Source: an optimization exercise on an open RTL-to-GDS flow (aim: small area, a short achievable clock period and few clock cycles per item). Production flows keep margins and buffers that such runs may drop.
Power figures rest on the tool's default switching activity, not on a simulated workload.

==> inputs of v33 <==
==> flow/design.v (excerpt) <==
module flanger_sweep_state_machine #(
    parameter N = 32,              
    parameter L = 24               
) (
    input  wire        clk,
    input  wire        rst,
    input  wire        key_valid,
    input  wire [7:0]  key_char,
    input  wire        btn,
    input  wire        in_valid,
    output wire        in_ready,
    input  wire [15:0] mic,
    input  wire [15:0] gen,
    output reg         out_valid,
    input  wire        out_ready,
    output reg  [31:0] out_data,
    output reg         out_last,
    output reg         out_ev_valid,
    output reg         out_ev_kind,    
    output reg  [7:0]  out_ev_arg,
    output wire [15:0] gen_freq
);
clock: 8.0 ns
lec_check: 0
cap_margin: 20
core_margin: 2
core_utilization: 40
setup_slack_margin: 5
slew_margin: 20
run.sh (not shown) runs the stock make flow with config.mk's settings and CLKGATE_MAP_FILE= SYNTH_SCRIPT=/design/flow/synth_recipe.tcl, a recipe that flattens the netlist after the stock synthesis.
==> v14 (differences from v33) <==
--- a/flow/design.v
+++ b/flow/design.v
@@ -1,54 +1,54 @@
 module fx_flanger (
     input  wire        clk,
     input  wire        rst,
     input  wire        shift_en,    
     input  wire        blk_end,     
-    input  wire        early,       
     input  wire [15:0] x,           
     output wire [15:0] h            
 );
     localparam TAPMAX = 22;
     reg  [15:0] hist [0:TAPMAX-1];
     reg  [4:0]  tap;
     reg         dir_up;
-    reg  [15:0] hsel;
+    reg  [4:0]  fill;               
+    wire [15:0] hsel = hist[tap - 5'd1];
+    wire        hvalid = (tap <= fill);
+    assign h = (tap == 5'd0) ? x : (hvalid ? hsel : 16'd0);
     integer i;
-    always @(*) begin
-        hsel = 16'd0;
-        for (i = 0; i < TAPMAX; i = i + 1)
-            hsel = hsel | ({16{tap == i + 1}} & hist[i]);
-    end
-    wire fresh = (tap == TAPMAX[4:0]) && !dir_up && early;
-    assign h = (tap == 5'd0) ? x : (fresh ? 16'd0 : hsel);
     always @(posedge clk) begin
         if (shift_en) begin
             hist[0] <= x;
             for (i = 1; i < TAPMAX; i = i + 1)
                 hist[i] <= hist[i-1];
         end
     end
     always @(posedge clk) begin
         if (rst) begin
             tap    <= TAPMAX[4:0];
             dir_up <= 1'b0;
-        end else if (blk_end) begin
-            if (!dir_up) begin
-                if (tap == 5'd0) begin
-                    dir_up <= 1'b1;
-                    tap    <= 5'd1;
-                end else begin
-                    tap    <= tap - 5'd1;
-                end
-            end else begin
-                if (tap == TAPMAX[4:0]) begin
-                    dir_up <= 1'b0;
-                    tap    <= TAPMAX[4:0] - 5'd1;
+            fill   <= 5'd0;
+        end else begin
+            if (shift_en && fill != 5'd31)
+                fill <= fill + 5'd1;
+            if (blk_end) begin
+                if (!dir_up) begin
+                    if (tap == 5'd0) begin
+                        dir_up <= 1'b1;
+                        tap    <= 5'd1;
+                    end else begin
+                        tap    <= tap - 5'd1;
+                    end
                 end else begin
-                    tap    <= tap + 5'd1;
+                    if (tap == TAPMAX[4:0]) begin
+                        dir_up <= 1'b0;
+                        tap    <= TAPMAX[4:0] - 5'd1;
+                    end else begin
+                        tap    <= tap + 5'd1;
+                    end
                 end
             end
         end
     end
 endmodule
 module fx_mul (
     input  wire [15:0] A,
@@ -421,38 +421,34 @@
     wire c224 = r7_15 & 1'b1;
     assign S = {1'b1, ~r7_16, s223, s221, s219, s217, s215, s213, s211, s209, s207, s205, s203, s201, s199, s197, s195, s193, s191, s189, s187, s185, s183, s181, s179, s177, s175, s173, s171, s169, r0_1, r0_0};
     assign C = {1'b0, c224, c222, c220, c218, c216, c214, c212, c210, c208, c206, c204, c202, c200, c198, c196, c194, c192, c190, c188, c186, c184, c182, c180, c178, c176, c174, c172, c170, neg[1], 1'b0, neg[0]};
 endmodule
 module fx_crush_bias (
     input  wire        en,
     input  wire        sign,
-    input  wire [3:0]  le,
-    output wire [11:0] inj
+    input  wire [2:0]  depth,       
+    output reg  [11:0] inj
 );
-    wire [4:0] ge = {1'b1, le};               
-    wire [4:0] eq = ge & ~{ge[3:0], 1'b0};    
-    assign inj[11] = en & (sign ? 1'b0  : eq[0]);
-    assign inj[10] = en & (sign ? ge[0] : eq[1]);
-    assign inj[9]  = en & (sign ? ge[1] : eq[2]);
-    assign inj[8]  = en & (sign ? ge[2] : eq[3]);
-    assign inj[7]  = en & (sign ? ge[3] : eq[4]);
-    assign inj[6:0] = {7{en & sign}};
+    integer p;
+    always @(*) begin
+        for (p = 12; p < 24; p = p + 1)
+            inj[p-12] = en && (sign ? (p < 24 - depth) : (p == 24 - depth));
+    end
 endmodule
 module fx_crush_mask (
     input  wire        en,
-    input  wire [3:0]  le,
+    input  wire [2:0]  depth,
     input  wire [31:0] p,
-    output wire [31:0] y
+    output reg  [31:0] y
 );
-    assign y[19:0]  = p[19:0] & {20{!en}};
-    assign y[20]    = p[20] & !(en & le[3]);     
-    assign y[21]    = p[21] & !(en & le[2]);
-    assign y[22]    = p[22] & !(en & le[1]);
-    assign y[23]    = p[23] & !(en & le[0]);
-    assign y[31:24] = p[31:24];
+    integer i;
+    always @(*) begin
+        for (i = 0; i < 32; i = i + 1)
+            y[i] = p[i] & !(en && (i < 25 - depth));
+    end
 endmodule
 module flanger_sweep_state_machine #(
     parameter N = 32,              
     parameter L = 24               
 ) (
     input  wire        clk,
     input  wire        rst,
@@ -485,16 +481,15 @@
     reg  [7:0] key_q;
     reg        btn_pend;
     localparam CW = $clog2(N);
     localparam [CW-1:0] LAST_BEAT = N - 1;
     reg  [CW-1:0] cnt;               
     reg        sk_valid;             
     wire       rdy = !sk_valid;      
-    reg        in_ready_q;           
-    assign in_ready = in_ready_q;
+    assign in_ready = rdy;
     wire acc   = in_valid && rdy;
     wire first = (cnt == 0);
     wire last  = (cnt == LAST_BEAT);
     wire k_n     = (key_q == 8'h6E);
     wire k_f     = (key_q == 8'h66);
     wire k_r     = (key_q == 8'h72);
     wire k_b     = (key_q == 8'h62);
@@ -568,15 +563,14 @@
     wire is_crush = (cur_mode == M_CRUSH);
     wire [15:0] h;
     fx_flanger u_flan (
         .clk      (clk),
         .rst      (rst),
         .shift_en (acc && is_flan),
         .blk_end  (acc && last && is_flan),
-        .early    (cnt < 5'd22),
         .x        (s),
         .h        (h)
     );
     localparam [7:0] F_LO = 8'd75, F_HI = 8'd175, F_D = 8'd6;
     reg  [7:0] f8;
     reg        f_up;
     wire [7:0] f_upv = f8 + F_D;
@@ -619,42 +613,41 @@
                 one_in[j] = (j == 6);
                 two_in[j] = (j == 5) && is_flan;
                 neg_in[j] = (j == 5) && is_flan;
             end
         end
     end
     reg        v1, l1, c1;
-    reg [3:0]  d1;                   
+    reg [2:0]  d1;
     reg [15:0] a1;
     reg [7:0]  one1, two1, neg1;
     always @(posedge clk) begin
         if (rst)
             v1 <= 1'b0;
         else if (rdy)
             v1 <= in_valid;
         if (rdy) begin
             l1   <= last;
             c1   <= is_crush;
-            d1   <= {cur_depth <= 3'd4, cur_depth <= 3'd3,
-                     cur_depth <= 3'd2, cur_depth <= 3'd1};
+            d1   <= cur_depth;
             a1   <= a_in;
             one1 <= one_in;
             two1 <= two_in;
             neg1 <= neg_in;
         end
     end
     wire [11:0] inj;
-    fx_crush_bias u_bias (.en(c1), .sign(a1[15]), .le(d1), .inj(inj));
+    fx_crush_bias u_bias (.en(c1), .sign(a1[15]), .depth(d1), .inj(inj));
     wire [31:0] ps, pc;
     fx_mul u_mul (
         .A(a1), .one(one1), .two(two1), .neg(neg1), .inj(inj),
         .S(ps), .C(pc)
     );
     reg        v2, l2, c2;
-    reg [3:0]  d2;
+    reg [2:0]  d2;
     reg [31:0] s2, k2;
     always @(posedge clk) begin
         if (rst)
             v2 <= 1'b0;
         else if (rdy)
             v2 <= v1;
         if (rdy) begin
@@ -663,29 +656,26 @@
             d2 <= d1;
             s2 <= ps;
             k2 <= pc;
         end
     end
     wire [31:0] prod = s2 + k2;
     wire [31:0] y;
-    fx_crush_mask u_mask (.en(c2), .le(d2), .p(prod), .y(y));
+    fx_crush_mask u_mask (.en(c2), .depth(d2), .p(prod), .y(y));
     reg [31:0] sk_data;
     reg        sk_last;
     always @(posedge clk) begin
         if (rst) begin
-            out_valid  <= 1'b0;
-            sk_valid   <= 1'b0;
-            in_ready_q <= 1'b1;
+            out_valid <= 1'b0;
+            sk_valid  <= 1'b0;
         end else if (!out_valid || out_ready) begin
-            out_valid  <= sk_valid || v2;
-            sk_valid   <= 1'b0;
-            in_ready_q <= 1'b1;
+            out_valid <= sk_valid || v2;
+            sk_valid  <= 1'b0;
         end else if (v2 && !sk_valid) begin
-            sk_valid   <= 1'b1;
-            in_ready_q <= 1'b0;
+            sk_valid  <= 1'b1;
         end
     end
     always @(posedge clk) begin
         if (!out_valid || out_ready) begin
             out_data <= sk_valid ? sk_data : y;
             out_last <= sk_valid ? sk_last : l2;
         end
Settings changed: SETUP_SLACK_MARGIN 5 to default.
==> notes <==
v14 went through all stages and came out clean. v33 produced a clean layout.
Critical path depth is the same in v14 and v33.
In v33 the synthesized area is smaller than in v14, by about 2.8%.
Between v33 and v14, the lower maximum frequency is in v14 (gap 38%, measured against v14).
Of v33 and v14, v14 has the higher sequential power (gap about 1%, measured against v14).
Clock skew: v33 is lower than v14 (50 ps).
Worst setup slack: v14 is worse than v33 (1300 ps).
Global-route usage: v33 is lower than v14 (0.20 points).
Against v33, the register-to-register slack of v14 is lower by 1300 ps.
Function was not checked in any run of this note: the RTL went through the layout flow alone.

-- afterwards: timing with drivers on the ports --
How much do the figures lean on ideal ports? The routed layouts below were timed once more, with nothing changed but the port constraints.
Step 1 sets driving cells, clkbuf_16 on the clock port and buf_2 on the other inputs (assumed; they add their load-dependent delay and slew).
Step 2 times the ports against the registers' clock, not the clock port: input delays grow and output delays shrink by t, the midpoint of the rising clock arrivals with the driver on.
a / b / c = no drivers / after step 1 / after step 2; a / b = the first two.
run | shift t [ns] | setup WS [ns] | worst setup path after step 2 | clock arrival spread, ns | slew at the worst register clock pin (ns)
v33 | 0.671 | 4.650 / 4.650 / 4.418 | input to register | 0.029 / 0.029 | 0.07 / 0.07
v14 | 0.700 | 3.369 / 3.369 / 3.369 | register to register | 0.079 / 0.080 | 0.07 / 0.07
After both steps every run listed still meets setup and hold. The setup slack of v33, which loses most, moves by 0.000 ns with the drivers and by -0.232 ns with both steps.
